This is an optimization exercise on Yosys and OpenROAD, whose aim is small area, a short achievable clock period and few clock cycles per item, not a production implementation.
The RTL was checked by simulation tests, not by an equivalence proof against the original design.
Power is estimated from default activity; no workload was simulated.

$ cat flow/constraint.sdc
create_clock -name core_clock -period 10.0 [get_ports {clk}]
set_input_delay 2.0000 -clock core_clock [delete_from_list [all_inputs] [get_ports {clk}]]
set_output_delay 2.0000 -clock core_clock [all_outputs]
set_load 0.01 [all_outputs]
$ cat flow/design.v
module hashed_core (
    input  wire        clk,
    input  wire        rst,
    input  wire        cmd_valid,
    output wire        cmd_ready,
    input  wire [7:0]  cmd_op,
    input  wire [31:0] cmd_arg,
    output wire        mem_rd,
    output wire [15:0] mem_addr,
    input  wire [7:0]  mem_rdata,
    output wire [11:0] status,
    output wire [4:0]  digest_count,
    input  wire [4:0]  digest_idx,
    output wire [31:0] digest_data
);
    localparam [15:0] MOD = 16'd65521;
    localparam [1:0] PH_FRESH = 2'd0, PH_ACC = 2'd1, PH_FINAL = 2'd2;
    localparam [7:0] NUL = 8'h00, LF = 8'h0A, CR = 8'h0D;
    localparam QN = 9;
    localparam W  = 2;
    localparam WB = (W == 1) ? 1 : (W == 2) ? 1 : 2;
    localparam NG = 20 / W;
    localparam GB = (NG > 16) ? 5 : (NG > 8) ? 4 : 3;
    localparam [2:0] M_DONE = 3'd0, M_ANCHOR = 3'd1, M_SCAN = 3'd2,
                     M_ORD = 3'd3, M_RUN = 3'd4, M_FEMIT = 3'd5, M_AEMIT = 3'd6;
    reg        ready;
    reg [1:0]  phase;
    reg        fault;
    reg [3:0]  fault_code;
    reg        has_anchor, fin;
    reg [15:0] lo, hi;
    reg [3:0]  ab;              
    reg        s_ge8;           
    reg [2:0]  mode;
    reg [2:0]  acnt;
    reg [1:0]  rtype;           
    reg [1:0]  rl;              
    reg        rbig;            
    reg [7:0]  q [0:QN-1];
    reg [3:0]  qn;
    reg        rd;
    reg [15:0] raddr;
    reg [15:0] rrem;            
    reg        vld;             
    reg [31:0] phys [0:19];
    reg [GB-1:0] g;             
    reg [4:0]  len;
    reg [4:0]  cur;
    reg        pend_v;
    reg [31:0] pend;            
    reg        seen0;
    reg [GB-1:0] mc;
    reg        ms;
    assign cmd_ready    = ready;
    assign mem_rd       = rd;
    assign mem_addr     = raddr;
    assign status       = {fault_code, 3'b000, fault, fin, has_anchor, phase};
    assign digest_count = len;
    reg  [19:0] sel;
    wire        idx_ok = (digest_idx < len);
    reg  [NG-1:0] gsel;
    reg  [GB:0] glab;
    reg  [31:0] dd;
    integer m, jj;
    always @(*) begin
        for (m = 0; m < NG; m = m + 1) begin
            glab = g + m;
            if (glab >= NG)
                glab = glab - NG;
            gsel[m] = ((digest_idx / W) == glab);
            for (jj = 0; jj < W; jj = jj + 1)
                sel[W*m+jj] = gsel[m] && ((digest_idx % W) == jj) && idx_ok;
        end
        dd = 32'd0;
        for (m = 0; m < 20; m = m + 1)
            dd = dd | (phys[m] & {32{sel[m]}});
    end
    assign digest_data = dd;
    wire [7:0] b   = q[0];
    wire       hv  = (qn != 4'd0);
    wire       cls = (b == NUL) || (b == LF) || (b == CR);
    wire [16:0] lo_sum = {1'b0, lo} + {9'd0, b};
    wire [15:0] lo_n   = (lo_sum >= {1'b0, MOD}) ? lo_sum[15:0] - MOD : lo_sum[15:0];
    wire [17:0] t0 = {2'b00, hi} + {2'b00, lo} + {10'd0, b};
    wire [18:0] t1 = {1'b0, t0} - {3'b000, MOD};
    wire [18:0] t2 = {1'b0, t0} - {2'b00, MOD, 1'b0};
    wire [15:0] hi_n = !t2[18] ? t2[15:0] : !t1[18] ? t1[15:0] : t0[15:0];
    wire [3:0]  ab_n   = ab[3] ? ab : ab + 4'd1;
    wire [5:0] left_lo  = {2'b00, rrem[3:0]} + {2'b00, qn} + {5'd0, vld};
    wire       rrem_hi  = (rrem[15:4] != 12'd0);
    wire       left_gt8 = rrem_hi || (left_lo > 6'd8);
    wire       left_nz  = rrem_hi || (left_lo != 6'd0);
    wire       thr_ok   = fin ? left_nz : left_gt8;
    wire       last     = !rrem_hi && (left_lo == 6'd1);
    wire [7:0] r_exp = rtype[1] ? (rl[0] ? LF : CR) : rtype[0] ? LF : NUL;
    wire       r_match = (b == r_exp);
    reg        act_absorb, act_ckreset, act_save, act_pop, act_tail;
    reg        em_req;
    reg [31:0] em_val;
    reg [2:0]  mode_n;
    reg        set_anchor;
    reg [1:0]  tail_n;
    always @(*) begin
        act_absorb  = 1'b0;
        act_ckreset = 1'b0;
        act_save    = 1'b0;
        act_pop     = 1'b0;
        act_tail    = 1'b0;
        em_req      = 1'b0;
        em_val      = {hi, lo};
        mode_n      = mode;
        set_anchor  = 1'b0;
        tail_n      = rl + 2'd1;
        case (mode)
        M_ANCHOR: if (hv) begin
            act_absorb = 1'b1;
            act_pop    = 1'b1;
            if (acnt == 3'd7 || last)
                mode_n = M_AEMIT;
        end
        M_AEMIT: begin
            em_req      = 1'b1;
            em_val      = {hi, lo};
            act_ckreset = 1'b1;
            set_anchor  = 1'b1;
            mode_n      = M_SCAN;
        end
        M_SCAN, M_ORD, M_RUN: begin
            if (mode == M_RUN && hv && r_match) begin
                act_pop = 1'b1;
                if (!rbig && rl == 2'd3) begin
                    em_req      = s_ge8;
                    em_val      = pend;
                    act_ckreset = 1'b1;
                end else if (!rbig) begin
                    act_absorb = 1'b1;
                end
                if (last) begin
                    act_tail = !fin && (rbig || rl == 2'd3) && (tail_n != 2'd0);
                    mode_n   = fin ? M_FEMIT : M_DONE;
                end
            end else if (mode == M_ORD && hv && !cls) begin
                act_absorb = 1'b1;
                act_pop    = 1'b1;
                if (last)
                    mode_n = fin ? M_FEMIT : M_DONE;
            end else if (mode == M_SCAN && !thr_ok) begin
                mode_n = fin ? M_FEMIT : M_DONE;
            end else if (hv) begin
                if (!thr_ok) begin
                    mode_n = fin ? M_FEMIT : M_DONE;
                end else begin
                    act_absorb = 1'b1;
                    act_pop    = 1'b1;
                    act_save   = cls;
                    mode_n     = last ? (fin ? M_FEMIT : M_DONE) : (cls ? M_RUN : M_ORD);
                end
            end
        end
        M_FEMIT: begin
            em_req = ab[3];
            em_val = {hi, lo};
            mode_n = M_DONE;
        end
        default: ;
        endcase
    end
    wire stall = (em_req || (act_save && ab[3])) && pend_v;
    wire [31:0] hw [0:W-1];
    wire [31:0] nw [0:W-1];
    genvar gj;
    generate
        for (gj = 0; gj < W; gj = gj + 1) begin : g_hw
            assign hw[gj] = phys[gj];
            if (gj < W - 1)
                assign nw[gj] = phys[gj+1];
            else
                assign nw[gj] = (g == NG - 1) ? pend : phys[W];
        end
    endgenerate
    wire [5:0]  sbase = W * g;
    reg  [W-1:0] hitv;
    reg  [31:0] tail_in [0:W-1];
    reg         op_done, op_append, sweep_first, sweep_any;
    wire        full = (len == 5'd20);
    wire        in_grp = (g == len / W);
    wire        hit = |hitv;
    integer j;
    always @(*) begin
        for (j = 0; j < W; j = j + 1) begin
            hitv[j]    = (hw[j] == pend) && ((sbase + j) < len);
            tail_in[j] = hw[j];
        end
        op_done     = 1'b0;
        op_append   = 1'b0;
        sweep_first = 1'b0;
        sweep_any   = 1'b0;
        if (pend_v) begin
            if (!full) begin
                if (hit) begin
                    op_done = 1'b1;
                end else if (in_grp && (seen0 || g == 0)) begin
                    for (j = 0; j < W; j = j + 1)
                        if (len % W == j)
                            tail_in[j] = pend;
                    op_done   = 1'b1;
                    op_append = 1'b1;
                end
            end else if (mc != NG) begin
                op_done = hit;
            end else if (ms || g == cur / W) begin
                sweep_first = !ms;
                sweep_any   = 1'b1;
                op_done     = (g == NG - 1);
                for (j = 0; j < W; j = j + 1) begin
                    if (ms || (sbase + j) > cur)
                        tail_in[j] = nw[j];
                    else if ((sbase + j) == cur)
                        tail_in[j] = hw[j] ^ nw[j];
                end
            end
        end
    end
    wire pend_v_n = (pend_v && !op_done) || (em_req && !pend_v);
    integer k;
    always @(posedge clk) begin
        for (k = 0; k < 20 - W; k = k + 1)
            phys[k] <= phys[k+W];
        for (k = 0; k < W; k = k + 1)
            phys[20-W+k] <= tail_in[k];
    end
    always @(posedge clk) begin
        if (rst) begin
            g      <= 0;
            len    <= 5'd0;
            cur    <= 5'd1;
            pend_v <= 1'b0;
        end else begin
            g <= (g == NG - 1) ? 0 : g + 1;
            if (pend_v) begin
                seen0 <= seen0 || (g == 0);
                if (mc != NG)
                    mc <= mc + 1;
                if (sweep_first)
                    ms <= 1'b1;
                if (op_append)
                    len <= len + 5'd1;
                if (sweep_any && op_done)
                    cur <= (cur == 5'd19) ? 5'd1 : cur + 5'd1;
                if (op_done)
                    pend_v <= 1'b0;
            end else if (act_save && !ready) begin
                pend   <= {hi, lo};
            end else if (em_req && !ready) begin
                pend_v <= 1'b1;
                pend   <= em_val;
                seen0  <= 1'b0;
                mc     <= 0;
                ms     <= 1'b0;
            end
            if (ready && cmd_valid && is_init) begin
                len    <= 5'd0;
                cur    <= 5'd1;
            end
        end
    end
    wire is_init  = (cmd_op == 8'h01) && (cmd_arg == 32'd0);
    wire is_upd   = (cmd_op == 8'h02) && (cmd_arg[31:16] == 16'd0);
    wire is_final = (cmd_op == 8'h03) && (cmd_arg == 32'd0);
    wire legal    = is_init || is_upd || is_final;
    wire fire     = ready && cmd_valid;
    wire [15:0] arg_len = cmd_arg[15:0];
    wire [16:0] n_upd   = {13'd0, qn} + {1'b0, arg_len};
    wire start_upd = fire && !(fault && !is_init) && legal && !is_init &&
                     phase != PH_FINAL && is_upd && arg_len != 16'd0;
    wire start_fin = fire && !(fault && !is_init) && legal && !is_init &&
                     phase != PH_FINAL && is_final;
    wire       go      = !stall;
    wire       pop     = act_pop && go;
    wire       tail_wr = act_tail && go;
    wire [15:0] rrem_n = rd ? rrem - 16'd1 : rrem;
    wire        space  = ({1'b0, qn} + {4'd0, vld} + {4'd0, rd}) <= (QN - 1 + pop);
    wire        rd_n   = (rrem_n != 16'd0) && space;
    wire [3:0]  wpos   = qn - {3'd0, pop};
    wire [2:0]  mode_next = go ? mode_n : mode;
    wire done_n = (mode_next == M_DONE) && (rrem_n == 16'd0) && !rd && !pend_v_n;
    wire [7:0] tpat0 = rtype[1] ? CR : rtype[0] ? LF : NUL;
    wire [7:0] tpat1 = rtype[1] ? LF : rtype[0] ? LF : NUL;
    always @(posedge clk) begin
        if (tail_wr) begin
            q[0] <= tpat0;
            q[1] <= tpat1;
            q[2] <= tpat0;
        end else begin
            for (k = 0; k < QN; k = k + 1) begin
                if (vld && wpos == k)
                    q[k] <= mem_rdata;
                else if (pop)
                    q[k] <= (k == QN - 1) ? q[k] : q[k+1];
            end
        end
    end
    always @(posedge clk) begin
        if (rst) begin
            ready      <= 1'b1;
            phase      <= PH_FRESH;
            fault      <= 1'b0;
            fault_code <= 4'd0;
            has_anchor <= 1'b0;
            fin        <= 1'b0;
            lo         <= 16'd1;
            hi         <= 16'd0;
            ab         <= 4'd0;
            mode       <= M_DONE;
            qn         <= 4'd0;
            rd         <= 1'b0;
            rrem       <= 16'd0;
            vld        <= 1'b0;
        end else if (ready) begin
            if (fire) begin
                if (fault && !is_init) begin
                end else if (!legal) begin
                    fault      <= 1'b1;
                    fault_code <= 4'd1;
                end else if (is_init) begin
                    phase      <= PH_FRESH;
                    fault      <= 1'b0;
                    fault_code <= 4'd0;
                    has_anchor <= 1'b0;
                    fin        <= 1'b0;
                    lo         <= 16'd1;
                    hi         <= 16'd0;
                    ab         <= 4'd0;
                    qn         <= 4'd0;
                end else if (phase == PH_FINAL) begin
                    fault      <= 1'b1;
                    fault_code <= 4'd2;
                end else if (is_upd) begin
                    if (arg_len != 16'd0) begin
                        phase <= PH_ACC;
                        ready <= 1'b0;
                        rd    <= 1'b1;
                        raddr <= 16'd0;
                        rrem  <= arg_len;
                        acnt  <= 3'd0;
                        mode  <= has_anchor ? M_SCAN :
                                 (n_upd >= 17'd8) ? M_ANCHOR : M_DONE;
                    end
                end else begin
                    fin   <= 1'b1;
                    phase <= PH_FINAL;
                    ready <= 1'b0;
                    acnt  <= 3'd0;
                    mode  <= has_anchor ? M_SCAN :
                             (qn != 4'd0) ? M_ANCHOR : M_FEMIT;
                end
            end
        end else begin
            rd   <= rd_n;
            vld  <= rd;
            rrem <= rrem_n;
            if (rd)
                raddr <= raddr + 16'd1;
            if (tail_wr)
                qn <= {2'b00, tail_n};
            else
                qn <= qn + {3'd0, vld} - {3'd0, pop};
            if (go) begin
                mode <= mode_n;
                if (mode == M_ANCHOR && act_pop)
                    acnt <= acnt + 3'd1;
                if (set_anchor)
                    has_anchor <= 1'b1;
                if (act_save) begin
                    s_ge8 <= ab[3];
                    rtype <= {b == CR, b == LF};
                    rl    <= 2'd1;
                    rbig  <= 1'b0;
                end else if (mode == M_RUN && act_pop) begin
                    rl <= rl + 2'd1;
                    if (rl == 2'd3)
                        rbig <= 1'b1;
                end
                if (act_ckreset) begin
                    lo <= 16'd1;
                    hi <= 16'd0;
                    ab <= 4'd0;
                end else if (act_absorb) begin
                    lo <= lo_n;
                    hi <= hi_n;
                    ab <= ab_n;
                end
            end
            if (done_n)
                ready <= 1'b1;
        end
    end
endmodule
$ cat flow/config.mk
export PLATFORM = sky130hd
export DESIGN_NAME = hashed_core
export DESIGN_NICKNAME = hashed_core
export VERILOG_FILES = /design/flow/design.v
export SDC_FILE = /design/flow/constraint.sdc
export NUM_CORES = 4
export LEC_CHECK = 0
export CAP_MARGIN = 20
export CORE_MARGIN = 2
export CORE_UTILIZATION = 60
export SETUP_SLACK_MARGIN = 4.3
export SLEW_MARGIN = 20
$ cat flow/run.sh
#!/bin/bash
# synth_recipe.tcl (not shown) runs the flow's synth.tcl, then flattens the netlist and writes it again
# the make line also repeats each setting of config.mk as NAME=value (left out here)
make -C /OpenROAD-flow-scripts/flow DESIGN_CONFIG=/design/flow/config.mk WORK_HOME=/design/flow/orfs CLKGATE_MAP_FILE= SYNTH_SCRIPT=/design/flow/synth_recipe.tcl finish
==> results of run 1 <==
[sequential cells by signal (all words and copies together) (netlist names), 4 cells and up]
register / flops
phys: 640
q: 72
pend: 32
hi: 16
lo: 16
raddr: 16
rrem: 16
cur: 5
len: 5
ab: 4
g: 4
mc: 4
qn: 4
[what timing repair did]
item	CTS	global route
cloned	14	1
pin swaps	102	62
setup endpoints to repair	144	168
gates resized for setup	341	63
setup buffers	95	28
[placed cells by master, fill, tap and decap left out, types with 34 or more instances in the layout]
master,netlist,final
a222oi_1,35,35
xor2_1,95,93
mux2i_1,35,35
dfxtp_1,724,716
and3_1,57,56
a22o_1,96,96
nand4_1,50,50
nor2_1,210,191
nand3_1,54,52
inv_1,80,78
clkdlybuf4s50_1,0,80
xnor2_1,112,105
a22oi_2,0,54
clkbuf_16,0,87
nand2_1,371,366
a22oi_1,234,180
o21ai_0,103,101
mux2_2,46,46
a21oi_1,193,185
a221oi_2,1,34
nor3_1,64,57
buf_4,10,82
buf_12,0,48
ha_1,105,99
edfxtp_1,135,135
[layer usage]
layer  vias up  GRT usage  share of wire
met1     14300      0.451           0.38
li1      13200          -              -
met4         2      0.216          0.062
met5         -          0       0.000095
met3       437     0.0694          0.085
met2      1617      0.614           0.47
[logic make-up after synthesis]
logic type                 share of synthesized area
and+or+nand+nor                                0.133
muxes                                         0.0245
other                                       0.000106
xor gates and xnor gates                      0.0520
DFF                                            0.522
adders and majority gates                     0.0463
buffers and inverters                         0.0298
AOI/OAI and AO/OA                              0.192
[path summary, 6_finish.rpt]
path / cells past startpoint / to / slack, ps / from
setup / recovery: 18 / digest_data[31] / 3290 / digest_idx[2]
setup reg to reg: 19 / q[1][3] / 4620 / vld
hold / removal: 0 / phys[8][0] / 290 / phys[10][0]
hold reg to reg: 0 / phys[8][0] / 290 / phys[10][0]
[layout make-up]
cell class,instances,area (µm²)
clock inverter,40,523
multi-input combinational,2352,17100
timing repair buffer,294,3380
clock buffer,118,2400
fill,4004,15600
tap,773,967
sequential,859,18600
inverter,82,315
[report_power, final]
part / internal (mW) / switching (mW) / leakage [nW]
Clock: 1.91 / 1.40 / 1.42
Sequential: 3.50 / 0.00274 / 7.07
Combinational: 0.156 / 0.235 / 8.02
[through the flow]
step	total power, mW	cell area (µm²)	setup WS [ps]	utilization
5_1_grt	7.37	43200	3260	0.735
2_1_floorplan	3.76	35900	4180	-
3_5_place_dp	3.87	37600	1870	0.639
3_3_place_gp	3.86	37600	1970	0.639
6_report	7.20	43200	3290	0.735
4_1_cts	7.17	42700	3570	0.726
==> results by group, run 1 <==
Run status
  • Outcome: no timing/DRC/antenna violations

Clock tree
  • CTS Sinks: 859
  • CTS tree: done
  • CTS Root Cell: clkbuf_16
  • Clock transition at path regs: 60 ps
  • # hold bufs at CTS: 0
  • Clock buffer depth: 3
  • CTS H-tree depth: 3
  • CTS buffer count: 86
  • Worst skew pair latency: 680 ps

Finish
  • Layout cell share with drive strength beyond 1: 0.166
  • Net count reported at finish: 3,852
  • Synth-to-layout area growth: 21.7%
  • Post-route insts no fill: 4,518
  • Antenna Cells: 0

Floorplanning
  • Core Box Area: 58,800 µm²
  • DIE WIDTH: 247 µm
  • Chip height: 247 µm
  • Die area: 61,100 µm²
  • Num ports: 123
  • Initial Utilization: 0.604
  • # rows: 89

Drt
  • Pre-antenna DRT Iters: 7
  • Avg Vias per Cell: 6.55
  • 1st-iter DRT viols: 3,039
  • Post-route DRC: 0
  • Final wirelength: 116,000 µm
  • DR vias: 29,600
  • Remaining antenna violation count after routing: 0
  • Avg WL per Cell: 25.7 µm

Yosys
  • Most common cell in the netlist: dfxtp_1
  • Post-synth ARST share: 0
  • Syn avg cell area: 10.2 µm²
  • Dominant cell type by area after synthesis: dfxtp_1
  • Dominant synthesized flop cell: dfxtp_1
  • Post-synth top cells: dfxtp_1, nand2_1, a22oi_1
  • Post-Syn Instances: 3,469
  • Post-Syn Area: 35,500 µm²
  • Post-synth EDFFs: 135
  • Post-synthesis sequential area ratio: 0.522
  • Library cells used by synthesis: 102
  • Synth top area cells: dfxtp_1, edfxtp_1, a22oi_1
  • YS warnings: 4
  • Flops & latches, synth: 859
  • Top cell type's share of synthesized area: 0.408

Flow run
  • Max Cap Viol: 0

Worst setup path
  • Critical Path Most Common Cell: buf_6
  • CP Max Fanout: 14
  • CP Class: in -> out
  • Slowest stage cell, crit path: ha_1
  • Startpoint type of the worst setup path: primary input
  • Crit-path cells: buf_6 -> ha_1 -> a21o_1 -> a21oi_4 -> buf_6 -> o21ai_4 -> buf_12 -> buf_6 -> nor2_4 -> buf_6 -> buf_12 -> buf_4 -> buf_4 -> a22oi_1 -> nand2_1 -> a221oi_2 -> nand4_1 -> buf_2
  • Critical Path AT: 4710 ps
  • CP max stage delay: 320 ps
  • Worst Setup End Kind: output pin
  • Crit path buffers/inverters: 9
  • WP data required: 8000 ps
  • Crit-path leading delay family: buffers and inverters

GRT
  • Largest net degree at the start of global routing: 82
  • First-pass GRT wire length: 173,000 µm
  • Initial antenna violation count: 1
  • Vias in the first global route: 29,200
  • Gr usage total: 0.370
  • Grt total ovfl: 0

STA
  • WHS: 287 ps
  • Measured slew at the worst slew-check pin: 1100 ps
  • Clock Skew: 76.1 ps
  • Final Hold Violating Endpoints: 0
  • Setup-failing EPs final: 0
  • Max Slew Vio Count: 0
  • Max Clk Rate: 0.149 GHz
  • Crit path time final: 6710 ps
  • Fin crit share: 0.671
  • Total Neg Setup Slack: 0 ps
  • RSZ-0062 raised after global routing: true
  • Relative slew slack: 0.265

Pwr
  • Max VDD drop: 229 µV
  • Leak: 16.5 nW
  • Power density over cell area: 167 nW/µm²

Place
  • Final HPWL DP: 70,700 µm
  • Placer Congestion: 0.933
  • Placed Instances: 4,222
  • Number of port buffers: 117

Min path
  • Hold Crit Class: reg -> reg
Testbench counts, summed over its fixed seeds: cycles 61,940, bytes 55,928.
==> run 2, diff against run 1 <==
--- a/flow/design.v
+++ b/flow/design.v
@@ -44,5 +44,6 @@
     reg        vld;             
     reg [31:0] phys [0:19];
-    reg [GB-1:0] g;             
+    reg [GB-1:0] lab [0:NG-1];  
+    wire [GB-1:0] g = lab[0];
     reg [4:0]  len;
     reg [4:0]  cur;
@@ -58,17 +59,13 @@
     assign digest_count = len;
     reg  [19:0] sel;
-    wire        idx_ok = (digest_idx < len);
     reg  [NG-1:0] gsel;
-    reg  [GB:0] glab;
     reg  [31:0] dd;
     integer m, jj;
     always @(*) begin
         for (m = 0; m < NG; m = m + 1) begin
-            glab = g + m;
-            if (glab >= NG)
-                glab = glab - NG;
-            gsel[m] = ((digest_idx / W) == glab);
+            gsel[m] = ((digest_idx / W) == lab[m]);
             for (jj = 0; jj < W; jj = jj + 1)
-                sel[W*m+jj] = gsel[m] && ((digest_idx % W) == jj) && idx_ok;
+                sel[W*m+jj] = gsel[m] && ((digest_idx % W) == jj) &&
+                              (W * lab[m] + jj < len);
         end
         dd = 32'd0;
@@ -232,10 +229,13 @@
     always @(posedge clk) begin
         if (rst) begin
-            g      <= 0;
+            for (k = 0; k < NG; k = k + 1)
+                lab[k] <= k;
             len    <= 5'd0;
             cur    <= 5'd1;
             pend_v <= 1'b0;
         end else begin
-            g <= (g == NG - 1) ? 0 : g + 1;
+            for (k = 0; k < NG - 1; k = k + 1)
+                lab[k] <= lab[k+1];
+            lab[NG-1] <= lab[0];
             if (pend_v) begin
                 seen0 <= seen0 || (g == 0);
--- a/flow/config.mk
+++ b/flow/config.mk
@@ -9,4 +9,4 @@
 export CORE_MARGIN = 2
 export CORE_UTILIZATION = 60
-export SETUP_SLACK_MARGIN = 4.3
+export SETUP_SLACK_MARGIN = 4.7
 export SLEW_MARGIN = 20
==> run 2 against run 1 <==
  * Synthesized cell count is 2.9% lower
  * Sequential power is 5% higher
  * Die area is 0.64% higher
  * Final area is 3.2% higher
  * Wire length is 7.2% higher
  * Clock power is 6% higher
  * Clock-buffer cell count is 6 higher
  * Sequential cell count is 36 higher
  * Worst hold slack better by 33 ps
  * Setup slack better by 470 ps
  * Maximum frequency is 7.5% higher
  * Global-route usage is 1.7 points higher
  * Largest cell class unchanged
==> results by group, run 2 <==
Run status
  • Outcome: no timing/DRC/antenna violations (unchanged)

STA
  • Final Hold Violating Endpoints: 0 (unchanged)
  • Setup-failing EPs final: 0 (unchanged)
  • Fin crit share: 0.624 (was 0.671)
  • Crit path time final: 6240 ps (was 6710 ps)
  • Measured slew at the worst slew-check pin: 963 ps (was 1100 ps)
  • Relative slew slack: 0.358 (was 0.265)
  • Clock Skew: 48.8 ps (was 76.1 ps)
  • RSZ-0062 raised after global routing: true (unchanged)
  • Max Clk Rate: 0.160 GHz (was 0.149 GHz)
  • Final WS setup: 3760 ps (was 3290 ps)
  • Max Slew Vio Count: 0 (unchanged)
  • Total Neg Setup Slack: 0 ps (unchanged)

Clock tree
  • CTS tree: done (unchanged)
  • CTS Sinks: 895 (was 859)
  • CTS H-tree depth: 3 (unchanged)
  • Worst skew pair latency: 680 ps (about the same)
  • Clock buffer depth: 3 (unchanged)
  • Clock transition at path regs: 60 ps (about the same)
  • CTS buffer count: 88 (was 86)
  • CTS Root Cell: clkbuf_16 (unchanged)

GRT
  • Vias in the first global route: 29,200 (about the same)
  • First-pass GRT wire length: 180,000 µm (was 173,000 µm)
  • Gr usage total: 0.388 (was 0.370)
  • Initial antenna violation count: 1 (unchanged)
  • Largest net degree at the start of global routing: 79 (was 82)
  • Grt total ovfl: 0 (unchanged)

Flow run
  • Max Cap Viol: 0 (unchanged)

Finish
  • Layout cell share with drive strength beyond 1: 0.179 (was 0.166)
  • Filler Cells Inserted: 3,763 (was 4,004)
  • Most frequent cells in the layout: dfxtp_1, nand2_1, nor2_1, a21oi_1, a22oi_1 (unchanged)
  • Largest regs: phys (640), q (72), lab (40) (was phys (640), q (72), pend (32))
  • Final design utilization: 0.757 (was 0.735)
  • Top reg by flops: phys (unchanged)
  • Net count reported at finish: 3,809 (was 3,852)
  • Synth-to-layout area growth: 24.9% (was 21.7%)
  • Max reg flops: 640 (unchanged)
  • Antenna Cells: 0 (unchanged)
  • Leading cell type in the layout, fill and taps excluded: dfxtp_1 (unchanged)
  • Post-route insts no fill: 4,461 (was 4,518)
  • Final instance area: 44,600 µm² (was 43,200 µm²)

Yosys
  • Post-Syn Area: 35,700 µm² (was 35,500 µm²)
  • Post-synth top cells: dfxtp_1, nand2_1, nor2_1 (was dfxtp_1, nand2_1, a22oi_1)
  • Post-synth EDFFs: 135 (unchanged)
  • Dominant synthesized flop cell: dfxtp_1 (unchanged)
  • YS warnings: 5 (was 4)
  • Top cell type's share of synthesized area: 0.426 (was 0.408)
  • Library cells used by synthesis: 86 (was 102)
  • Post-synthesis mux area share: 0.0225 (was 0.0245)
  • Post-synth ARST share: 0 (unchanged)
  • Flops & latches, synth: 895 (was 859)
  • Synth Area in Compound Gates: 0.183 (was 0.192)
  • Post-Syn Instances: 3,369 (was 3,469)
  • Most common cell in the netlist: dfxtp_1 (unchanged)
  • Syn avg cell area: 10.6 µm² (was 10.2 µm²)
  • Synth Area in XOR/XNOR: 0.0552 (was 0.0520)
  • Post-synthesis sequential area ratio: 0.539 (was 0.522)
  • Simple-gate share of the synthesized area: 0.121 (was 0.133)
  • Post-synthesis adder-cell area fraction: 0.0511 (was 0.0463)
  • Synth top area cells: dfxtp_1, edfxtp_1, ha_1 (was dfxtp_1, edfxtp_1, a22oi_1)
  • Largest family of logic cells by synthesized area: compound AO/OA/AOI/OAI gates (unchanged)
  • Dominant cell type by area after synthesis: dfxtp_1 (unchanged)

Place
  • Post-DP Area: 37,800 µm² (was 37,600 µm²)
  • Setup WS pre-CTS: 1750 ps (was 1870 ps)
  • Number of port buffers: 117 (unchanged)
  • Placer Congestion: 0.903 (was 0.933)
  • Placed Instances: 4,124 (was 4,222)
  • Final HPWL DP: 67,700 µm (was 70,700 µm)

Worst setup path
  • Crit path buffers/inverters: 5 (was 9)
  • Startpoint type of the worst setup path: primary input (unchanged)
  • Crit-path cells: buf_16 -> xnor2_2 -> nand4_1 -> a2111oi_4 -> o211a_4 -> buf_6 -> buf_12 -> buf_12 -> a22o_1 -> a221oi_2 -> nand4_1 -> a211o_1 -> buf_2 (was buf_6 -> ha_1 -> a21o_1 -> a21oi_4 -> buf_6 -> o21ai_4 -> buf_12 -> buf_6 -> nor2_4 -> buf_6 -> buf_12 -> buf_4 -> buf_4 -> a22oi_1 -> nand2_1 -> a221oi_2 -> nand4_1 -> buf_2)
  • CP Class: in -> out (unchanged)
  • Reg2Reg Depth: 15 (was 19)
  • CP Max Fanout: 6 (was 14)
  • Critical Path AT: 4240 ps (was 4710 ps)
  • Slowest stage cell, crit path: a211o_1 (was ha_1)
  • Crit-path leading delay family: compound AO/OA/AOI/OAI gates (was buffers and inverters)
  • Worst Setup End Kind: output pin (unchanged)
  • WP data required: 8000 ps (about the same)
  • CP max stage delay: 300 ps (was 320 ps)
  • Critical path depth: 13 (was 18)

Min path
  • Hold Crit Class: reg -> reg (unchanged)
  • Worst Hold Depth: 0 (unchanged)

Drt
  • Metal2 WL: 57,300 µm (was 54,500 µm)
  • M1 WL: 45,700 µm (was 44,500 µm)
  • Top Metal Used: met5 (unchanged)
  • 1st-iter DRT viols: 3,804 (was 3,039)
  • Pre-antenna DRT Iters: 6 (was 7)
  • DR vias: 29,900 (was 29,600)
  • Avg Vias per Cell: 6.70 (was 6.55)
  • Final wirelength: 125,000 µm (was 116,000 µm)
  • Remaining antenna violation count after routing: 0 (unchanged)
  • Met3 Wirelength: 12,700 µm (was 9910 µm)
  • Avg WL per Cell: 27.9 µm (was 25.7 µm)
  • Post-route DRC: 0 (unchanged)

Floorplanning
  • Initial Utilization: 0.607 (was 0.604)
  • DIE WIDTH: 248 µm (was 247 µm)
  • Num ports: 123 (unchanged)
  • Core Box Area: 58,900 µm² (was 58,800 µm²)
  • # rows: 89 (unchanged)
  • Chip height: 248 µm (was 247 µm)
  • Die area: 61,500 µm² (was 61,100 µm²)

Pwr
  • Leak: 16.9 nW (was 16.5 nW)
  • Max VDD drop: 229 µV (about the same)
  • Power density over cell area: 165 nW/µm² (was 167 nW/µm²)
## run 2: changes by cell type after synthesis, moves of 40 or more
cell     change
a22oi_1     -73
nor2_1      -42
xnor2_1     +43
nand3_1     +43
a21oi_1     -40
nand2_1     -59
## run 2: stage by stage
stage	hold WS, ps	total power [mW]
2_1_floorplan	330	3.84
3_3_place_gp	333	3.89
3_5_place_dp	336	3.90
4_1_cts	326	7.36
5_1_grt	341	7.54
6_report	320	7.38
## run 2: worst paths after layout
check	slack, ps	from	end
max reg2reg	4900	qn[0]	q[5][6]
min reg2reg	320	phys[5][23]	phys[3][23]
min	320	phys[5][23]	phys[3][23]
max	3760	digest_idx[4]	digest_data[31]
## run 2: cells by family after synthesis
group | Yosys count
AO/OA/AOI/OAI | 898
XOR/XNOR | 225
adder cells (fa/ha/maj) | 137
buffers and inverters | 248
flip-flops | 895
multiplexers | 75
other | 1
AND/OR/NAND/NOR | 890
## run 2: area by class of cell
class                           count  area (µm²)  area share
Sequential cell                   895       19300       0.432
Multi-Input combinational cell   2231       16800       0.377
Tap cell                          773         967      0.0217
Inverter                           70         268     0.00600
Timing Repair Buffer              330        4170      0.0934
Clock inverter                     38         537      0.0120
Clock buffer                      124        2560      0.0574
## run 2: power by group
| group | total (mW) | switching (mW) | internal, mW |
|---|---|---|---|
| Clock | 3.49 | 1.47 | 2.02 |
| Sequential | 3.66 | 0.0143 | 3.65 |
| Combinational | 0.222 | 0.122 | 0.100 |
| Total | 7.38 | 1.61 | 5.77 |
## run 2: routing by layer
| metal | track usage | vias up |
|---|---|---|
| met5 | 0 | - |
| met4 | 0.233 | 2 |
| met3 | 0.0794 | 516 |
| met2 | 0.632 | 1910 |
| met1 | 0.475 | 14500 |
| li1 | - | 13000 |
## run 2: repair_timing
item,4_1_cts,5_1_grt
gates resized for setup,419,62
pin swaps,118,58
gates cloned,29,5
setup endpoints to repair,189,189
buffers inserted,110,30
hold buffers,0,0
Testbench counts of run 2, summed over its fixed seeds: cycles 61,940, bytes 55,928.
==> run 3, diff against run 2 <==
--- a/flow/config.mk
+++ b/flow/config.mk
@@ -9,4 +9,4 @@
 export CORE_MARGIN = 2
 export CORE_UTILIZATION = 60
-export SETUP_SLACK_MARGIN = 4.7
+export SETUP_SLACK_MARGIN = 4.3
 export SLEW_MARGIN = 20
==> run 3 against run 2 <==
  * Global-route usage down 1.8 points
  * Die area unchanged
  * Largest cell class unchanged
  * Largest power group unchanged
  * Still clean on timing, DRC and antenna
  * Area after synthesis unchanged
  * Clock power up 2%
  * Clock-buffer cell count down 1
==> results by group, run 3 <==
STA
  • Max Clk Rate: 0.158 GHz (was 0.160 GHz)
  • RSZ-0062 raised after global routing: true (unchanged)
  • Max Slew Vio Count: 0 (unchanged)
  • Setup-failing EPs final: 0 (unchanged)
  • Crit path time final: 6340 ps (was 6240 ps)
  • Fin crit share: 0.634 (was 0.624)
  • Clock Skew: 55.9 ps (was 48.8 ps)
  • Relative slew slack: 0.291 (was 0.358)
  • Total Neg Setup Slack: 0 ps (unchanged)
  • Measured slew at the worst slew-check pin: 1060 ps (was 963 ps)
  • WHS: 333 ps (was 320 ps)
  • Final Hold Violating Endpoints: 0 (unchanged)

Yosys
  • Post-synthesis sequential area ratio: 0.539 (unchanged)
  • Top cell type's share of synthesized area: 0.426 (unchanged)
  • Post-synthesis mux area share: 0.0225 (unchanged)
  • Dominant synthesized flop cell: dfxtp_1 (unchanged)
  • Most common cell in the netlist: dfxtp_1 (unchanged)
  • Post-synth ARST share: 0 (unchanged)
  • Post-Syn Instances: 3,369 (unchanged)
  • Largest family of logic cells by synthesized area: compound AO/OA/AOI/OAI gates (unchanged)
  • Synth Area in XOR/XNOR: 0.0552 (unchanged)
  • Post-synthesis adder-cell area fraction: 0.0511 (unchanged)
  • Synth top area cells: dfxtp_1, edfxtp_1, ha_1 (unchanged)
  • Post-synth top cells: dfxtp_1, nand2_1, nor2_1 (unchanged)
  • Flops & latches, synth: 895 (unchanged)
  • Post-Syn Area: 35,700 µm² (unchanged)
  • Library cells used by synthesis: 86 (unchanged)
  • Synth Area in Compound Gates: 0.183 (unchanged)
  • Syn avg cell area: 10.6 µm² (unchanged)
  • Simple-gate share of the synthesized area: 0.121 (unchanged)
  • YS warnings: 5 (unchanged)
  • Dominant cell type by area after synthesis: dfxtp_1 (unchanged)
  • Post-synth EDFFs: 135 (unchanged)

Finish
  • Filler Cells Inserted: 3,884 (was 3,763)
  • Leading cell type in the layout, fill and taps excluded: dfxtp_1 (unchanged)
  • Net count reported at finish: 3,789 (was 3,809)
  • Largest regs: phys (640), q (72), lab (40) (unchanged)
  • Top reg by flops: phys (unchanged)
  • Area of the multi-input gates: 16,600 µm² (was 16,800 µm²)
  • Layout cell share with drive strength beyond 1: 0.164 (was 0.179)
  • Max reg flops: 640 (unchanged)
  • Register area: 19,300 µm² (about the same)
  • Synth-to-layout area growth: 23.4% (was 24.9%)
  • Most frequent cells in the layout: dfxtp_1, nand2_1, nor2_1, a21oi_1, a22oi_1 (unchanged)

Drt
  • M1 WL: 45,300 µm (was 45,700 µm)
  • Pre-antenna DRT Iters: 7 (was 6)
  • Metal2 WL: 55,500 µm (was 57,300 µm)
  • Avg Vias per Cell: 6.62 (was 6.70)
  • Final wirelength: 120,000 µm (was 125,000 µm)
  • Met3 Wirelength: 10,900 µm (was 12,700 µm)
  • DR vias: 29,400 (was 29,900)
  • Top Metal Used: met5 (unchanged)
  • Post-route DRC: 0 (unchanged)
  • Remaining antenna violation count after routing: 0 (unchanged)
  • Avg WL per Cell: 27.1 µm (was 27.9 µm)
  • 1st-iter DRT viols: 3,537 (was 3,804)

Worst setup path
  • CP Max Fanout: 8 (was 6)
  • Startpoint type of the worst setup path: primary input (unchanged)
  • Critical Path AT: 4340 ps (was 4240 ps)
  • Flop-to-flop setup slack: 4520 ps (was 4900 ps)
  • FF-to-FF Start: vld (was qn[0])
  • Worst Setup End Kind: output pin (unchanged)
  • WP data required: 8000 ps (about the same)
  • CP Class: in -> out (unchanged)
  • Crit. Startpoint: digest_idx[4] (unchanged)

Run status
  • Outcome: no timing/DRC/antenna violations (unchanged)

Floorplanning
  • Core Box Area: 58,900 µm² (unchanged)
  • Num ports: 123 (unchanged)
  • Initial Utilization: 0.607 (unchanged)
  • Die area: 61,500 µm² (unchanged)
  • # rows: 89 (unchanged)
  • DIE WIDTH: 248 µm (unchanged)
  • Chip height: 248 µm (unchanged)

GRT
  • Grt total ovfl: 0 (unchanged)
  • Vias in the first global route: 28,500 (was 29,200)
  • Largest net degree at the start of global routing: 79 (unchanged)
  • Gr usage total: 0.370 (was 0.388)
  • Initial antenna violation count: 0 (was 1)
  • First-pass GRT wire length: 173,000 µm (was 180,000 µm)

Clock tree
  • CTS H-tree depth: 3 (unchanged)
  • CTS tree: done (unchanged)
  • Clock buffer depth: 3 (unchanged)
  • Clock transition at path regs: 60 ps (about the same)
  • Worst skew pair latency: 690 ps (was 680 ps)
  • CTS Sinks: 895 (unchanged)
  • CTS buffer count: 90 (was 88)
  • CTS Root Cell: clkbuf_16 (unchanged)

Flow run
  • Max Cap Viol: 0 (unchanged)

Min path
  • Hold Crit Class: reg -> reg (unchanged)
  • Hold Startpoint: phys[4][23] (was phys[5][23])

Pwr
  • Power density over cell area: 169 nW/µm² (was 165 nW/µm²)
  • Max VDD drop: 182 µV (was 229 µV)
  • Leak: 16.7 nW (was 16.9 nW)

Place
  • Number of port buffers: 117 (unchanged)
  • Placer Congestion: 0.935 (was 0.903)
  • Final HPWL DP: 69,400 µm (was 67,700 µm)
## run 3: cell counts after synthesis
No cell type changed its count.
## run 3: power breakdown
group          switching (mW)  internal [mW]  total, mW
sequential             0.0134           3.65       3.66
clock                    1.50           2.06       3.57
combinational           0.119         0.0935      0.213
## run 3: through the flow
stage | total power [mW] | utilization | area [µm²] | worst slack (ps) | std cells
2_1_floorplan | 3.83 | - | 35900 | 4300 | 3373
3_3_place_gp | 3.89 | 0.639 | 37600 | 2020 | 4128
3_5_place_dp | 3.89 | 0.639 | 37600 | 1950 | 4129
4_1_cts | 7.42 | 0.730 | 43000 | 3890 | 4396
5_1_grt | 7.60 | 0.748 | 44100 | 3640 | 4441
6_report | 7.44 | 0.748 | 44100 | 3660 | 4442
## run 3: kinds of logic after synthesis
| logic type | after synthesis |
|---|---|
| other | 1 |
| adder cells (fa/ha/maj) | 137 |
| flip-flops | 895 |
| XOR/XNOR | 225 |
| AND/OR/NAND/NOR | 890 |
| AO/OA/AOI/OAI | 898 |
| buffers and inverters | 248 |
| multiplexers | 75 |
## run 3: path summary, 6_finish.rpt
kind / endpoint / cells after the start
hold / removal: phys[2][23] / 0
setup reg to reg: q[7][6] / 18
hold reg to reg: phys[2][23] / 0
setup / recovery: digest_data[3] / 12
## run 3: critical path: stages
cell and delay, ps:
buf_16 130, buf_12 150, xnor2_4 160, nand4_1 230
a2111oi_4 430, o211a_4 290, buf_6 190, buf_4 150
a22oi_1 120, nand3_1 110, a211o_1 190, buf_2 170
## run 3: cell type report
cell class	count	area share
flip-flops and latches	895	0.437
multi-input cells	2230	0.377
repair buffers	309	0.0861
clock buffers	123	0.0566
well taps	773	0.0219
clock inverters	41	0.0147
inverters	70	0.00622
diodes	1	0.0000568
## run 3: timing repair
action	CTS	global route
resized for setup	377	91
gates cloned	17	7
setup buffers	86	38
pin swaps	86	99
hold endpoints to repair	0	0
hold buffers	0	0
endpoints found under the setup margin	160	146
## run 3: routing by layer
layer / global-route usage / vias to the layer above
met4: 0.227 / 2
met5: 0.00636 / -
li1: - / 13000
met1: 0.456 / 14200
met2: 0.607 / 1766
met3: 0.0625 / 521
==> run 4, diff against run 3 <==
--- a/flow/design.v
+++ b/flow/design.v
@@ -46,4 +46,5 @@
     reg [GB-1:0] lab [0:NG-1];  
     wire [GB-1:0] g = lab[0];
+    reg  [19:0]   vb;           
     reg [4:0]  len;
     reg [4:0]  cur;
@@ -66,6 +67,5 @@
             gsel[m] = ((digest_idx / W) == lab[m]);
             for (jj = 0; jj < W; jj = jj + 1)
-                sel[W*m+jj] = gsel[m] && ((digest_idx % W) == jj) &&
-                              (W * lab[m] + jj < len);
+                sel[W*m+jj] = gsel[m] && ((digest_idx % W) == jj) && vb[W*m+jj];
         end
         dd = 32'd0;
@@ -186,5 +186,5 @@
     always @(*) begin
         for (j = 0; j < W; j = j + 1) begin
-            hitv[j]    = (hw[j] == pend) && ((sbase + j) < len);
+            hitv[j]    = (hw[j] == pend) && vb[j];
             tail_in[j] = hw[j];
         end
@@ -231,4 +231,5 @@
             for (k = 0; k < NG; k = k + 1)
                 lab[k] <= k;
+            vb     <= 20'd0;
             len    <= 5'd0;
             cur    <= 5'd1;
@@ -238,4 +239,9 @@
                 lab[k] <= lab[k+1];
             lab[NG-1] <= lab[0];
+            vb <= {vb[W-1:0], vb[19:W]};
+            if (pend_v && op_append)
+                for (k = 0; k < W; k = k + 1)
+                    if (len % W == k)
+                        vb[20-W+k] <= 1'b1;
             if (pend_v) begin
                 seen0 <= seen0 || (g == 0);
@@ -260,4 +266,5 @@
             end
             if (ready && cmd_valid && is_init) begin
+                vb     <= 20'd0;
                 len    <= 5'd0;
                 cur    <= 5'd1;
--- a/flow/config.mk
+++ b/flow/config.mk
@@ -9,4 +9,6 @@
 export CORE_MARGIN = 2
 export CORE_UTILIZATION = 60
-export SETUP_SLACK_MARGIN = 4.3
+export CTS_CLUSTER_DIAMETER = 100
+export CTS_CLUSTER_SIZE = 22
+export SETUP_SLACK_MARGIN = 4.5
 export SLEW_MARGIN = 20
==> run 4 against run 3 <==
  * Die area up 0.58%
  * Critical endpoint unchanged
  * First-iteration DRC count increased by 4.8%
  * Final cell count decreased by 0.90%
  * Final area decreased by 2.4%
  * Clock skew fell by 13 ps
==> results by group, run 4 <==
Worst setup path
  • WP data required: 8000 ps (about the same)
  • Startpoint type of the worst setup path: primary input (unchanged)
  • Critical path depth: 11 (was 12)
  • Crit-path cells: buf_16 -> xor2_1 -> nor4_2 -> and3b_4 -> buf_12 -> buf_4 -> a22o_1 -> a221oi_1 -> and3_1 -> nand4_1 -> buf_2 (was buf_16 -> buf_12 -> xnor2_4 -> nand4_1 -> a2111oi_4 -> o211a_4 -> buf_6 -> buf_4 -> a22oi_1 -> nand3_1 -> a211o_1 -> buf_2)
  • CP Class: in -> out (unchanged)
  • FF-to-FF Start: qn[0] (was vld)
  • Crit path to: digest_data[3] (unchanged)
  • CP max stage delay: 260 ps (was 430 ps)
  • CP Max Fanout: 5 (was 8)
  • Reg2Reg Depth: 16 (was 18)
  • Critical Path AT: 4240 ps (was 4340 ps)
  • Crit. Startpoint: digest_idx[2] (was digest_idx[4])
  • Slowest stage cell, crit path: nand4_1 (was a2111oi_4)
  • Reg2reg end: q[3][0] (was q[7][6])
  • Crit path buffers/inverters: 4 (was 5)
  • Worst Setup End Kind: output pin (unchanged)
  • Flop-to-flop setup slack: 4660 ps (was 4520 ps)
  • Crit-path leading delay family: simple AND/OR/NAND/NOR gates (was compound AO/OA/AOI/OAI gates)

GRT
  • Initial antenna violation count: 0 (unchanged)
  • Largest net degree at the start of global routing: 80 (was 79)
  • Vias in the first global route: 28,600 (was 28,500)
  • First-pass GRT wire length: 178,000 µm (was 173,000 µm)
  • Grt total ovfl: 0 (unchanged)
  • Gr usage total: 0.374 (was 0.370)

Yosys
  • Synth top area cells: dfxtp_1, edfxtp_1, a22o_1 (was dfxtp_1, edfxtp_1, ha_1)
  • Post-Syn Instances: 3,375 (was 3,369)
  • Flops & latches, synth: 915 (was 895)
  • Library cells used by synthesis: 103 (was 86)
  • Post-synthesis sequential area ratio: 0.547 (was 0.539)
  • Most common cell in the netlist: dfxtp_1 (unchanged)
  • Top cell type's share of synthesized area: 0.434 (was 0.426)
  • Post-synth EDFFs: 135 (unchanged)
  • Post-synth top cells: dfxtp_1, nand2_1, a22o_1 (was dfxtp_1, nand2_1, nor2_1)
  • Post-synth ARST share: 0 (unchanged)
  • Dominant cell type by area after synthesis: dfxtp_1 (unchanged)
  • Syn avg cell area: 10.6 µm² (about the same)
  • Post-Syn Area: 35,900 µm² (was 35,700 µm²)
  • Dominant synthesized flop cell: dfxtp_1 (unchanged)
  • YS warnings: 5 (unchanged)

Finish
  • Area of the multi-input gates: 16,500 µm² (was 16,600 µm²)
  • Top reg by flops: phys (unchanged)
  • Layout cell share with drive strength beyond 1: 0.165 (was 0.164)
  • Largest regs: phys (640), q (72), lab (40) (unchanged)
  • Antenna Cells: 0 (was 1)
  • Filler Cells Inserted: 4,011 (was 3,884)
  • Net count reported at finish: 3,754 (was 3,789)
  • Synth-to-layout area growth: 19.8% (was 23.4%)
  • Register area: 19,700 µm² (was 19,300 µm²)
  • Leading cell type in the layout, fill and taps excluded: dfxtp_1 (unchanged)
  • Most frequent cells in the layout: dfxtp_1, nand2_1, a22o_1, buf_4, a21oi_1 (was dfxtp_1, nand2_1, nor2_1, a21oi_1, a22oi_1)
  • Max reg flops: 640 (unchanged)

Floorplanning
  • Initial Utilization: 0.608 (was 0.607)
  • Die area: 61,900 µm² (was 61,500 µm²)
  • Chip height: 249 µm (was 248 µm)
  • Num ports: 123 (unchanged)
  • DIE WIDTH: 249 µm (was 248 µm)
  • # rows: 89 (unchanged)
  • Core Box Area: 59,100 µm² (was 58,900 µm²)

Clock tree
  • CTS Sinks: 915 (was 895)
  • CTS Root Cell: clkbuf_16 (unchanged)
  • CTS tree: done (unchanged)
  • CTS H-tree depth: 2 (was 3)
  • Worst skew pair latency: 660 ps (was 690 ps)
  • Clock buffer depth: 3 (unchanged)
  • CTS buffer count: 49 (was 90)
  • # hold bufs at CTS: 0 (unchanged)
  • Clock transition at path regs: 90 ps (was 60 ps)

Drt
  • Pre-antenna DRT Iters: 6 (was 7)
  • DR vias: 29,400 (about the same)
  • Remaining antenna violation count after routing: 0 (unchanged)
  • 1st-iter DRT viols: 3,706 (was 3,537)
  • Avg WL per Cell: 27.5 µm (was 27.1 µm)
  • Final wirelength: 121,000 µm (was 120,000 µm)
  • Avg Vias per Cell: 6.67 (was 6.62)
  • Post-route DRC: 0 (unchanged)

Pwr
  • Combinational share of power: 0.024 (was 0.029)
  • Leak: 16.1 nW (was 16.7 nW)
  • Switch Pwr: 1.32 mW (was 1.64 mW)
  • Switching Fraction: 0.219 (was 0.220)
  • Power density over cell area: 140 nW/µm² (was 169 nW/µm²)
  • Internal power: 4.71 mW (was 5.81 mW)
  • Max VDD drop: 129 µV (was 182 µV)
  • Tot Pwr: 6.03 mW (was 7.44 mW)
  • Clock power frac: 0.356 (was 0.479)
  • Sequential share of power: 0.620 (was 0.492)

STA
  • Measured slew at the worst slew-check pin: 1060 ps (about the same)
  • Fin crit share: 0.624 (was 0.634)
  • Crit path time final: 6240 ps (was 6340 ps)
  • Relative slew slack: 0.292 (was 0.291)
  • RSZ-0062 raised after global routing: true (unchanged)
  • Max Clk Rate: 0.160 GHz (was 0.158 GHz)
  • WHS: 316 ps (was 333 ps)
  • Max Slew Vio Count: 0 (unchanged)
  • Clock Skew: 42.5 ps (was 55.9 ps)
  • Setup-failing EPs final: 0 (unchanged)
  • Final Hold Violating Endpoints: 0 (unchanged)
  • Total Neg Setup Slack: 0 ps (unchanged)

Place
  • Final HPWL DP: 67,800 µm (was 69,400 µm)
  • Placer Congestion: 0.917 (was 0.935)
  • Number of port buffers: 117 (unchanged)

Min path
  • Hold Crit Class: reg -> reg (unchanged)

Run status
  • Outcome: no timing/DRC/antenna violations (unchanged)

Flow run
  • Max Cap Viol: 0 (unchanged)
[run 4: stage by stage]
stage / area [µm²] / instances / setup slack, ps / utilization
detailed placement: 37600 / 4099 / 2160 / 0.636
global placement: 37600 / 4099 / 2210 / 0.636
global route: 43000 / 4402 / 3810 / 0.728
floorplan: 36500 / 3379 / 4480 / -
CTS: 42400 / 4375 / 4040 / 0.718
finish: 43000 / 4402 / 3760 / 0.728
[run 4: metal layers]
layer	share of wire	GRT usage
met2	0.46	0.603
met5	0	0
met4	0.074	0.236
met3	0.095	0.0776
met1	0.37	0.459
[run 4: layout make-up]
type | instances | share of cell area
sequential | 915 | 0.457
multi-input combinational | 2214 | 0.384
timing repair buffer | 382 | 0.100
clock buffer | 59 | 0.0294
tap | 773 | 0.0225
inverter | 49 | 0.00427
clock inverter | 10 | 0.00294
[run 4: worst reg2reg max path, cell delays in order (launching register included)]
cell	delay (ps)
dfxtp_1	440
fa_1	490
fa_1	420
xor2_1	200
or3_1	320
maj3_1	480
o2111ai_2	240
and2_2	300
o21ai_4	100
inv_1	230
ha_1	220
o21ai_0	130
xnor2_2	230
nand2b_1	340
nor2_1	310
nand2_2	240
a21oi_4	350
[run 4: power by group through the flow]
stage | combinational (mW) | clock [mW] | sequential, mW
after floorplan | 0.0568 | 0 | 3.81
after global placement | 0.0966 | 0 | 3.82
after detailed placement | 0.0988 | 0 | 3.82
after CTS | 0.136 | 2.14 | 3.74
after global routing | 0.155 | 2.27 | 3.74
final | 0.148 | 2.14 | 3.74
[run 4: kinds of logic (layout without fill, tap and decap cells)]
logic type	after synthesis	count (layout)	synth area share
simple gates	917	925	0.129
flops	915	915	0.547
compound gates	893	893	0.183
buf+inv	258	500	0.0284
xor+xnor	228	228	0.0563
fa+ha+maj	89	89	0.0340
mux	74	74	0.0221
other cells	1	5	0.000104
[run 4: what timing repair did]
action                                  4_1_cts  5_1_grt
pin swaps                                    71       51
gates cloned                                 18        3
buffers inserted                            189       24
gates resized for setup                     430       51
endpoints found under the setup margin      163      168
[run 4: worst min path at each step]
stage	cells past startpoint	start	slack, ps	endpoint
2_1_floorplan	0	phys[13][10]	330	phys[11][10]
3_3_place_gp	0	phys[14][30]	330	phys[12][30]
3_5_place_dp	0	phys[17][16]	340	phys[15][16]
4_1_cts	0	phys[14][18]	320	phys[12][18]
5_1_grt	0	phys[15][29]	320	phys[13][29]
6_report	0	phys[8][29]	320	phys[6][29]
Testbench counts of run 4, summed over its fixed seeds: cycles 61,940, bytes 55,928.
==> run 5, diff against run 4 <==
--- a/flow/config.mk
+++ b/flow/config.mk
@@ -9,6 +9,4 @@
 export CORE_MARGIN = 2
 export CORE_UTILIZATION = 60
-export CTS_CLUSTER_DIAMETER = 100
-export CTS_CLUSTER_SIZE = 22
 export SETUP_SLACK_MARGIN = 4.5
 export SLEW_MARGIN = 20
==> run 5 against run 4 <==
  * Final area increased by 4.4%
  * Sequential cell count stayed put
  * Register-to-register slack hardly changed
  * Non-clock buffer count is 9 lower
  * Worst hold slack better by 20 ps
  * Critical path type unchanged
  * Largest power group unchanged
==> results by group, run 5 <==
Run status
  • Outcome: no timing/DRC/antenna violations (unchanged)

Yosys
  • Synth top area cells: dfxtp_1, edfxtp_1, a22o_1 (unchanged)
  • Post-Syn Instances: 3,375 (unchanged)
  • YS warnings: 5 (unchanged)
  • Top cell type's share of synthesized area: 0.434 (unchanged)
  • Most common cell in the netlist: dfxtp_1 (unchanged)
  • Post-synth ARST share: 0 (unchanged)
  • Post-synth top cells: dfxtp_1, nand2_1, a22o_1 (unchanged)
  • Library cells used by synthesis: 103 (unchanged)
  • Flops & latches, synth: 915 (unchanged)
  • Post-Syn Area: 35,900 µm² (unchanged)
  • Post-synth EDFFs: 135 (unchanged)
  • Syn avg cell area: 10.6 µm² (unchanged)
  • Dominant cell type by area after synthesis: dfxtp_1 (unchanged)
  • Post-synthesis sequential area ratio: 0.547 (unchanged)
  • Dominant synthesized flop cell: dfxtp_1 (unchanged)

Place
  • Number of port buffers: 117 (unchanged)
  • Placer Congestion: 0.917 (unchanged)
  • Final HPWL DP: 67,800 µm (unchanged)

Drt
  • DR vias: 30,000 (was 29,400)
  • 1st-iter DRT viols: 3,943 (was 3,706)
  • Metal2 WL: 57,000 µm (was 55,500 µm)
  • Final wirelength: 124,000 µm (was 121,000 µm)
  • Met3 Wirelength: 12,400 µm (was 11,500 µm)
  • Top Metal Used: met5 (was met4)
  • Post-route DRC: 0 (unchanged)
  • Remaining antenna violation count after routing: 0 (unchanged)
  • Avg WL per Cell: 27.5 µm (about the same)
  • Avg Vias per Cell: 6.69 (was 6.67)
  • Pre-antenna DRT Iters: 8 (was 6)
  • M1 WL: 45,000 µm (was 44,900 µm)

Worst setup path
  • CP Max Fanout: 5 (unchanged)
  • FF-to-FF Start: qn[0] (unchanged)
  • Reg2reg end: q[6][1] (was q[3][0])
  • Worst Setup End Kind: output pin (unchanged)
  • CP Class: in -> out (unchanged)
  • Startpoint type of the worst setup path: primary input (unchanged)
  • Crit. Startpoint: digest_idx[4] (was digest_idx[2])
  • Critical Path AT: 4230 ps (was 4240 ps)
  • WP data required: 8000 ps (about the same)
  • Flop-to-flop setup slack: 4650 ps (was 4660 ps)
  • Reg2Reg Depth: 17 (was 16)

Pwr
  • Max VDD drop: 134 µV (was 129 µV)
  • Internal power: 5.89 mW (was 4.71 mW)
  • Tot Pwr: 7.47 mW (was 6.03 mW)
  • Power density over cell area: 166 nW/µm² (was 140 nW/µm²)
  • Switch Pwr: 1.58 mW (was 1.32 mW)
  • Combinational share of power: 0.021 (was 0.024)
  • Leak: 17.0 nW (was 16.1 nW)
  • Clock power frac: 0.478 (was 0.356)
  • Sequential share of power: 0.501 (was 0.620)
  • Switching Fraction: 0.212 (was 0.219)

STA
  • Max Clk Rate: 0.160 GHz (about the same)
  • RSZ-0062 raised after global routing: true (unchanged)
  • Relative slew slack: 0.263 (was 0.292)
  • Fin crit share: 0.623 (was 0.624)
  • Final Hold Violating Endpoints: 0 (unchanged)
  • Crit path time final: 6230 ps (was 6240 ps)
  • Max Slew Vio Count: 0 (unchanged)
  • Total Neg Setup Slack: 0 ps (unchanged)
  • Setup-failing EPs final: 0 (unchanged)
  • Measured slew at the worst slew-check pin: 1100 ps (was 1060 ps)
  • Clock Skew: 33.5 ps (was 42.5 ps)

Finish
  • Largest regs: phys (640), q (72), lab (40) (unchanged)
  • Top reg by flops: phys (unchanged)
  • Layout cell share with drive strength beyond 1: 0.188 (was 0.165)
  • Net count reported at finish: 3,785 (was 3,754)
  • Leading cell type in the layout, fill and taps excluded: dfxtp_1 (unchanged)
  • Synth-to-layout area growth: 25.0% (was 19.8%)
  • Filler Cells Inserted: 3,721 (was 4,011)
  • Most frequent cells in the layout: dfxtp_1, nand2_1, a22o_1, nor2_1, a21oi_1 (was dfxtp_1, nand2_1, a22o_1, buf_4, a21oi_1)
  • Max reg flops: 640 (unchanged)

Clock tree
  • CTS H-tree depth: 3 (was 2)
  • Clock buffer depth: 3 (unchanged)
  • CTS Sinks: 915 (unchanged)
  • Clock transition at path regs: 70 ps (was 90 ps)
  • CTS buffer count: 88 (was 49)
  • CTS Root Cell: clkbuf_16 (unchanged)
  • # hold bufs at CTS: 0 (unchanged)
  • Worst skew pair latency: 680 ps (was 660 ps)
  • CTS tree: done (unchanged)

GRT
  • Vias in the first global route: 29,400 (was 28,600)
  • First-pass GRT wire length: 180,000 µm (was 178,000 µm)
  • Largest net degree at the start of global routing: 80 (unchanged)
  • Gr usage total: 0.379 (was 0.374)
  • Initial antenna violation count: 5 (was 0)
  • Grt total ovfl: 0 (unchanged)

Min path
  • Hold Startpoint: phys[15][2] (was phys[8][29])
  • Hold Crit Class: reg -> reg (unchanged)
  • End of the worst hold path: phys[13][2] (was phys[6][29])
  • Worst Hold Depth: 0 (unchanged)

Floorplanning
  • Initial Utilization: 0.608 (unchanged)
  • DIE WIDTH: 249 µm (unchanged)
  • Chip height: 249 µm (unchanged)
  • Num ports: 123 (unchanged)
  • Die area: 61,900 µm² (unchanged)
  • Core Box Area: 59,100 µm² (unchanged)
  • # rows: 89 (unchanged)

Flow run
  • Max Cap Viol: 0 (unchanged)
run 5: cells by family after synthesis:
group,after synthesis,synth area share
and+or+nand+nor,917,0.129
xor gates and xnor gates,228,0.0563
adders and majority gates,89,0.0340
DFF,915,0.547
other,1,0.000104
buffers and inverters,258,0.0284
muxes,74,0.0221
AOI/OAI and AO/OA,893,0.183
run 5: layout make-up:
class                           count  area (µm²)  area share
Clock buffer                      128        2570      0.0571
Sequential cell                   915       19700       0.438
Multi-Input combinational cell   2215       16700       0.372
Clock inverter                     37         571      0.0127
Inverter                           49         184     0.00409
Timing Repair Buffer              373        4270      0.0950
Antenna cell                        2        5.00    0.000111
Tap cell                          773         967      0.0215
run 5: worst max path at each step:
stage | to | slack, ps | cells after the start
floorplan | digest_data[25] | 4480 | 10
global placement | digest_data[31] | 2210 | 8
detailed placement | digest_data[14] | 2160 | 10
CTS | digest_data[14] | 4070 | 11
global route | digest_data[31] | 3710 | 11
finish | digest_data[31] | 3770 | 11
run 5: repair_timing:
action / in CTS / in global routing
pin swaps: 87 / 53
resized for setup: 430 / 72
cloned: 19 / 3
buffers inserted: 179 / 25
setup endpoints to repair: 161 / 168
run 5: critical path: stages:
cell      delay (ps)
buf_16           130
buf_6            130
xor2_4           210
nor4_4            70
buf_4            140
and3_4           240
buf_12           160
a221oi_2         250
and3_1           210
nand4_1          380
buf_2            300
run 5: power by group through the flow:
stage	registers, mW	clock network (mW)	logic, mW
after floorplan	3.81	0	0.0568
after global placement	3.82	0	0.0966
after detailed placement	3.82	0	0.0988
after CTS	3.74	3.56	0.138
after global routing	3.74	3.72	0.162
final	3.74	3.57	0.155
run 5: per-stage QoR:
step,cells,utilization,hold slack [ps],setup slack [ps],area [µm²]
after floorplan,3379,-,331,4480,36500
after global placement,4099,0.636,334,2210,37600
after detailed placement,4099,0.636,337,2160,37600
after CTS,4462,0.747,329,4070,44200
after global routing,4491,0.760,348,3710,44900
final,4492,0.760,336,3770,44900
run 5: per-layer routing:
layer | up-vias | track usage
met2 | 1952 | 0.611
met1 | 14500 | 0.461
met5 | - | 0
li1 | 13000 | -
met3 | 602 | 0.0851
met4 | 4 | 0.240
==> run 6, diff against run 5 <==
--- a/flow/config.mk
+++ b/flow/config.mk
@@ -8,5 +8,7 @@
 export CAP_MARGIN = 20
 export CORE_MARGIN = 2
-export CORE_UTILIZATION = 60
-export SETUP_SLACK_MARGIN = 4.5
+export CORE_UTILIZATION = 62
+export CTS_CLUSTER_DIAMETER = 80
+export CTS_CLUSTER_SIZE = 26
+export SETUP_SLACK_MARGIN = 4.6
 export SLEW_MARGIN = 20
==> run 6 against run 5 <==
  * Still clean
  * Total power decreased by 19%
  * Setup slack improved by 170 ps
  * Via count decreased by 3.6%
  * Clock-buffer cell count decreased by 72
  * First-iteration DRC count decreased by 10%
  * Critical path depth decreased by 2
  * Maximum frequency increased by 2.8%
==> results by group, run 6 <==
Run status
  • Outcome: no timing/DRC/antenna violations (unchanged)

Pwr
  • Sequential share of power: 0.621 (was 0.501)
  • Max VDD drop: 177 µV (was 134 µV)
  • Combinational share of power: 0.025 (was 0.021)
  • Switch Pwr: 1.33 mW (was 1.58 mW)
  • Switching Fraction: 0.221 (was 0.212)
  • Clock power frac: 0.355 (was 0.478)
  • Power density over cell area: 142 nW/µm² (was 166 nW/µm²)
  • Internal power: 4.69 mW (was 5.89 mW)

Yosys
  • Synth Area in Compound Gates: 0.183 (unchanged)
  • Post-synthesis adder-cell area fraction: 0.0340 (unchanged)
  • Post-synth EDFFs: 135 (unchanged)
  • Synth top area cells: dfxtp_1, edfxtp_1, a22o_1 (unchanged)
  • Library cells used by synthesis: 103 (unchanged)
  • Simple-gate share of the synthesized area: 0.129 (unchanged)
  • Dominant cell type by area after synthesis: dfxtp_1 (unchanged)
  • Most common cell in the netlist: dfxtp_1 (unchanged)
  • Synth Area in XOR/XNOR: 0.0563 (unchanged)
  • Largest family of logic cells by synthesized area: compound AO/OA/AOI/OAI gates (unchanged)
  • Post-synthesis mux area share: 0.0221 (unchanged)
  • Post-synth top cells: dfxtp_1, nand2_1, a22o_1 (unchanged)
  • Flops & latches, synth: 915 (unchanged)
  • YS warnings: 5 (unchanged)
  • Syn avg cell area: 10.6 µm² (unchanged)

Finish
  • Area of the multi-input gates: 16,700 µm² (about the same)
  • Synth-to-layout area growth: 18.0% (was 25.0%)
  • Leading cell type in the layout, fill and taps excluded: dfxtp_1 (unchanged)
  • Most frequent cells in the layout: dfxtp_1, nand2_1, a22o_1, nor2_1, a21oi_1 (unchanged)
  • Max reg flops: 640 (unchanged)
  • Net count reported at finish: 3,675 (was 3,785)
  • Top reg by flops: phys (unchanged)

Drt
  • Pre-antenna DRT Iters: 9 (was 8)
  • Remaining antenna violation count after routing: 0 (unchanged)
  • Final wirelength: 118,000 µm (was 124,000 µm)
  • Post-route DRC: 0 (unchanged)
  • Avg WL per Cell: 27.3 µm (was 27.5 µm)

Floorplanning
  • Core Box Area: 57,500 µm² (was 59,100 µm²)
  • # rows: 88 (was 89)
  • Die area: 59,900 µm² (was 61,900 µm²)
  • Num ports: 123 (unchanged)

Clock tree
  • Worst skew pair latency: 670 ps (was 680 ps)
  • Clock transition at path regs: 100 ps (was 70 ps)
  • # hold bufs at CTS: 0 (unchanged)
  • CTS Sinks: 915 (unchanged)
  • CTS buffer count: 45 (was 88)
  • Clock buffer depth: 3 (unchanged)
  • CTS Root Cell: clkbuf_16 (unchanged)

STA
  • Total Neg Setup Slack: 0 ps (unchanged)
  • RSZ-0062 raised after global routing: true (unchanged)
  • Clock Skew: 43.9 ps (was 33.5 ps)
  • Fin crit share: 0.606 (was 0.623)
  • Max Clk Rate: 0.165 GHz (was 0.160 GHz)
  • Max Slew Vio Count: 0 (unchanged)
  • Final Hold Violating Endpoints: 0 (unchanged)

GRT
  • First-pass GRT wire length: 176,000 µm (was 180,000 µm)
  • Gr usage total: 0.386 (was 0.379)
  • GR Layer Usage met3: 0.0882 (was 0.0851)
  • M1 GR Usage: 0.477 (was 0.461)
  • Met2 Track Usage GR: 0.627 (was 0.611)
  • Initial antenna violation count: 5 (unchanged)

Worst setup path
  • Reg2Reg Depth: 17 (unchanged)
  • Crit path to: digest_data[2] (was digest_data[31])
  • Crit. Startpoint: digest_idx[4] (unchanged)
  • Reg2reg end: q[3][4] (was q[6][1])
  • Critical Path AT: 4060 ps (was 4230 ps)
  • CP Class: in -> out (unchanged)
  • FF-to-FF Start: qn[0] (unchanged)
  • WP data required: 8000 ps (about the same)

Min path
  • Hold Crit Class: reg -> reg (unchanged)

Place
  • Number of port buffers: 117 (unchanged)
  • Final HPWL DP: 67,900 µm (was 67,800 µm)
run 6: cell types whose count changed in the layout (fill, tap and decap cells not counted), sizes merged, moves of 5 or more:
cell and delta:
clkbuf -74, inv +5, diode +5, bufinv -11, buf -67, clkinv -17
run 6: per-stage QoR:
stage / setup slack (ps) / util / hold slack [ps] / cell area (µm²) / power [mW]
after floorplan: 4520 / - / 331 / 36700 / 3.87
after global placement: 2180 / 0.658 / 333 / 37800 / 3.91
after detailed placement: 2000 / 0.658 / 337 / 37800 / 3.92
after CTS: 4040 / 0.730 / 349 / 41900 / 5.99
after global routing: 3890 / 0.737 / 340 / 42400 / 6.16
final: 3940 / 0.738 / 336 / 42400 / 6.02
run 6: area by class of cell:
cell class                 instances  share of cell area
antenna                            7            0.000413
clock buffer                      56              0.0288
clock inverter                    10             0.00363
inverter                          49             0.00434
multi-input combinational       2218               0.394
sequential                       915               0.464
tap                              765              0.0226
timing repair buffer             303              0.0824
run 6: power by group through the flow:
stage               Combinational [mW]  Sequential [mW]  Clock, mW
global route                     0.155             3.74       2.26
global placement                0.0952             3.82          0
detailed placement              0.0977             3.82          0
CTS                              0.137             3.74       2.12
floorplan                       0.0574             3.82          0
finish                           0.148             3.74       2.14
run 6: worst min path at each step:
stage | slack (ps) | startpoint | endpoint | cells after the start
2_1_floorplan | 330 | phys[13][10] | phys[11][10] | 0
3_3_place_gp | 330 | phys[11][30] | phys[9][30] | 0
3_5_place_dp | 340 | phys[9][15] | phys[7][15] | 0
4_1_cts | 350 | phys[12][14] | phys[10][14] | 0
5_1_grt | 340 | phys[8][25] | phys[6][25] | 0
6_report | 340 | phys[17][31] | phys[15][31] | 0
run 6: cell families (layout without fill, tap and decap cells):
kind of cell | Yosys count | after routing
and+or+nand+nor | 917 | 929
DFF | 915 | 915
AOI/OAI and AO/OA | 893 | 893
buffers and inverters | 258 | 418
xor gates and xnor gates | 228 | 228
adders and majority gates | 89 | 89
muxes | 74 | 74
other | 1 | 12
run 6: worst max-delay path, cell delays in order:
cell and delay [ps]:
clkbuf_16 150, xor2_1 340, nor4_4 110, and3b_4 250
buf_4 190, a221oi_1 270, and3_1 200, nand4_1 280
buf_2 260
run 6: timing repair:
action                                  4_1_cts  5_1_grt
resized for setup                           410       54
gates cloned                                 19        1
endpoints found under the setup margin      168      132
pin swaps                                    66       44
setup buffers                               123       16
run 6: metal layers:
layer / part of all wire / up-vias
met2: 0.46 / 1809
met1: 0.37 / 14000
met3: 0.10 / 482
met5: 0.00012 / -
met4: 0.066 / 2
li1: - / 12700

Check on run 6: ideal ports give 3.937 ns setup slack; a clkbuf_16 on the clock port and buf_2 on the inputs give 3.807 ns; moving port delays by the midpoint clock arrival (0.720 ns) as well gives 3.807 ns.
